From an optimization exercise on the open Yosys and OpenROAD flow, aimed at small area, a short achievable clock period and few clock cycles; shortcuts taken in it are not production practice.
Function was checked by simulation only, so behaviour that the tests miss may differ from the original.
Power figures rest on the tool's default switching activity, not on a simulated workload.

main:
Design csa_core, start of the top module:
module csa_core (
    input  wire        clk,
    input  wire        rst,           
    input  wire [15:0] limit,         
    output wire [4:0]  pmem_addr,
    input  wire [47:0] pmem_rdata,
    input  wire        in_valid,      
    input  wire [31:0] in_tick,       
    input  wire [31:0] in_code,       
    output wire        in_pop,        
    output reg         out_valid,
    output wire [31:0] out_data,
    output reg         done,
    output reg  [3:0]  status,
    output wire [31:0] tick,
    output reg  [15:0] icount,
    output reg  [31:0] acc,
    output reg  [31:0] pc
);
Size: ~5,200 cells after synthesis, about 1,500 flip-flops, roughly 67,000 µm² of cells after synthesis.
==> flow/config.mk <==
export PLATFORM = sky130hd
export DESIGN_NAME = csa_core
export DESIGN_NICKNAME = csa_core
export VERILOG_FILES = /design/flow/design.v
export SDC_FILE = /design/flow/constraint.sdc
export NUM_CORES = 4
export LEC_CHECK = 0
export CAP_MARGIN = 20
export CORE_MARGIN = 2
export CORE_UTILIZATION = 50
export SETUP_SLACK_MARGIN = 3.5
export SLEW_MARGIN = 20
export SYNTH_HIERARCHICAL = 1
export TNS_END_PERCENT = 5
==> flow/constraint.sdc <==
create_clock -name core_clock -period 7.0 [get_ports {clk}]
set_input_delay 1.4000 -clock core_clock [delete_from_list [all_inputs] [get_ports {clk}]]
set_output_delay 1.4000 -clock core_clock [all_outputs]
set_load 0.01 [all_outputs]
run.sh (not shown) runs the stock make flow with config.mk's settings and CLKGATE_MAP_FILE= SYNTH_SCRIPT=/design/flow/synth_recipe.tcl, a recipe that flattens the netlist after the stock synthesis.
Testbench counts of main, summed over its fixed seeds: cycles 89,648.
What the feature branch does differently from main at the input level:
--- a/flow/design.v
+++ b/flow/design.v
@@ -280,14 +280,20 @@
                            (((w_op == OP_LOAD) || (w_op == OP_ST) || (w_op == OP_ADD) ||
                              (w_op == OP_CMP)) &&
                             ((f_mode == M_I) || ((f_mode == M_D) && (pmem_rdata[31:5] == 27'd0) &&
                                                  (pmem_rdata[4:0] != 5'd0)))));
     wire        ie_nx   = irq_ok ? 1'b0 : ex_done ? (ie_eff && !irq_fast) : ie;
     wire        w_ie    = (w_op == OP_EI) || (w_op == OP_IRET) || (ie_nx && (w_op != OP_DI));
-    wire        w_due   = !stale && hv_r && !ht_hi &&
-                          (gap[20] || ((gap[19:3] == 17'd0) && (gap[2:0] <= f_k)));
+    wire        gap_sm  = gap[20] || (gap[19:0] == 20'd0);         
+    wire [5:1]  gle;                                             
+    generate
+        for (g = 1; g < 6; g = g + 1) begin : g_gle
+            assign gle[g] = gap_sm || ((gap[19:3] == 17'd0) && (gap[2:0] <= g));
+        end
+    endgenerate
+    wire        w_due   = !stale && hv_r && !ht_hi && gle[f_k];
     wire        fresh   = (state == S_FETCH) ||
                           (ex_done && !defer && !irq_slow && !(op_rets && ret_ptr && !irq_fast)) ||
                           (ic_act && !irq2) || (irq_ok && vc_inr);
     wire        pred_nx = fresh && w_plain && w_ie && w_due && !in_pop && vc_valid;
     wire [4:0]  fa_nx  = pred_nx ? vc_v :
         (state == S_FETCH)                   ? w_npc :
No stage failed in the feature branch, and the final checks on the layout all came back clean. Against main as the reference, the feature branch delivers a higher maximum resistive drop on vdd. Critical path depth, the feature branch and main, higher one = main. From main to the feature branch the numbers moved as follows: via count of the first global-routing pass +1,853; post-route fraction of the period consumed by the critical path -3.5 points; number of ordinary inverters in the final layout +12. main reports its capture point of the worst path as fa[0]$_SDFFE_PP0P_ while the feature branch reports dmem[5][12]$_DFFE_PP_. The feature branch ends up with a final cell count that is about 1.2% higher than in main. Diff main -> the feature branch: setup slack up 0.24 ns; total wirelength of the detailed-routed design saw an increase; detailed-route via count picked up an extra 1,843.
Testbench counts of the feature branch, summed over its fixed seeds: cycles 89,648.

--- another note on this design; it stands on its own ---

== main ==
Design csa_core, start of the top module:
module csa_core (
    input  wire        clk,
    input  wire        rst,           
    input  wire [15:0] limit,         
    output wire [4:0]  pmem_addr,
    input  wire [47:0] pmem_rdata,
    input  wire        in_valid,      
    input  wire [31:0] in_tick,       
    input  wire [31:0] in_code,       
    output wire        in_pop,        
    output reg         out_valid,
    output wire [31:0] out_data,
    output reg         done,
    output reg  [3:0]  status,
    output wire [31:0] tick,
    output reg  [15:0] icount,
    output reg  [31:0] acc,
    output reg  [31:0] pc
);
Size in the first run: about 5,200 cells after synthesis, ~1,500 flip-flops, about 66,000 um^2 of cells after synthesis.
Settings: LEC_CHECK=0, CAP_MARGIN=20, CORE_MARGIN=2, CORE_UTILIZATION=50, SETUP_SLACK_MARGIN=3.5, SLEW_MARGIN=20, SYNTH_HIERARCHICAL=1, TNS_END_PERCENT=5; clock period 7.0 ns.
run.sh (not shown) runs the stock make flow with config.mk's settings and CLKGATE_MAP_FILE= SYNTH_SCRIPT=/design/flow/synth_recipe.tcl, a recipe that flattens the netlist after the stock synthesis.
Testbench counts of main, summed over its fixed seeds: cycles 92,080.
--- input diff main..the feature branch ---
Settings: a change of TNS_END_PERCENT from 5 to 20.
Results
| critical path depth | the feature branch vs main | 3 lower |
Maximum vdd ir drop: the feature branch vs main down about 8%
For the final worst-path setup slack, the feature branch came in 90 ps higher than main did.


Another version of the RTL of csa_core (not shown whole).
Size: about 5300 cells after synthesis, ~1500 flip-flops, about 67000 um^2 of cells after synthesis.
==> flow/config.mk <==
export PLATFORM = sky130hd
export DESIGN_NAME = csa_core
export DESIGN_NICKNAME = csa_core
export VERILOG_FILES = /design/flow/design.v
export SDC_FILE = /design/flow/constraint.sdc
export NUM_CORES = 4
export LEC_CHECK = 0
export CAP_MARGIN = 20
export CORE_MARGIN = 2
export CORE_UTILIZATION = 50
export SETUP_SLACK_MARGIN = 3.5
export SLEW_MARGIN = 20
export SYNTH_HIERARCHICAL = 1
export TNS_END_PERCENT = 20
==> flow/constraint.sdc <==
create_clock -name core_clock -period 7.0 [get_ports {clk}]
set_input_delay 1.4000 -clock core_clock [delete_from_list [all_inputs] [get_ports {clk}]]
set_output_delay 1.4000 -clock core_clock [all_outputs]
set_load 0.01 [all_outputs]
The starting point went through all stages and came out clean.
Testbench counts at the start, summed over its fixed seeds: cycles 89,648.
Next try:
Settings changed: SETUP_SLACK_MARGIN 3.5 to 3.75, TNS_END_PERCENT 20 to 5.
Global-route usage increases by 1.3 points. Power increases slightly. Critical path depth increases by 2. Setup slack gets worse by 0.10 ns. Design area increases by a few percent. Clock-buffer cell count increases by 17. Synthesized area does not change. Via count increases by a few percent. Die area does not change. Wire length increases by a few percent.

port drivers added, routing unchanged:
No port has a modelled driver above. Below, the same layouts with a new extraction and two added sets of constraints. Step 1: set_driving_cell puts a clkbuf_16 on clk and a buf_2 on each other input, an assumption about the parent block. Step 2 times the ports against the registers' clock, not the clock port: input delays grow and output delays shrink by t, the midpoint of the rising clock arrivals with the driver on. Slacks: ideal / step 1 / step 2; pairs: ideal / step 1.
run | t, ns | slack for setup (ns) | clock arrival spread, ns
main of note 1 | 0.865 | 2.838 / 2.881 / 2.017 | 0.051 / 0.051
the feature branch of note 1 | 0.861 | 3.083 / 3.083 / 2.322 | 0.059 / 0.059
main of note 2 | 0.876 | 3.160 / 3.160 / 2.302 | 0.032 / 0.032
the feature branch of note 2 | 0.885 | 3.250 / 3.250 / 2.493 | 0.035 / 0.035
the first run of note 3 | 0.883 | 3.188 / 3.174 / 2.411 | 0.037 / 0.037
the second run of note 3 | 0.877 | 3.086 / 3.086 / 2.367 | 0.046 / 0.045
After both steps setup and hold are still met in every run listed. The setup slack of main of note 2, which loses most, moves by 0.000 ns with the drivers and by -0.858 ns with both steps.
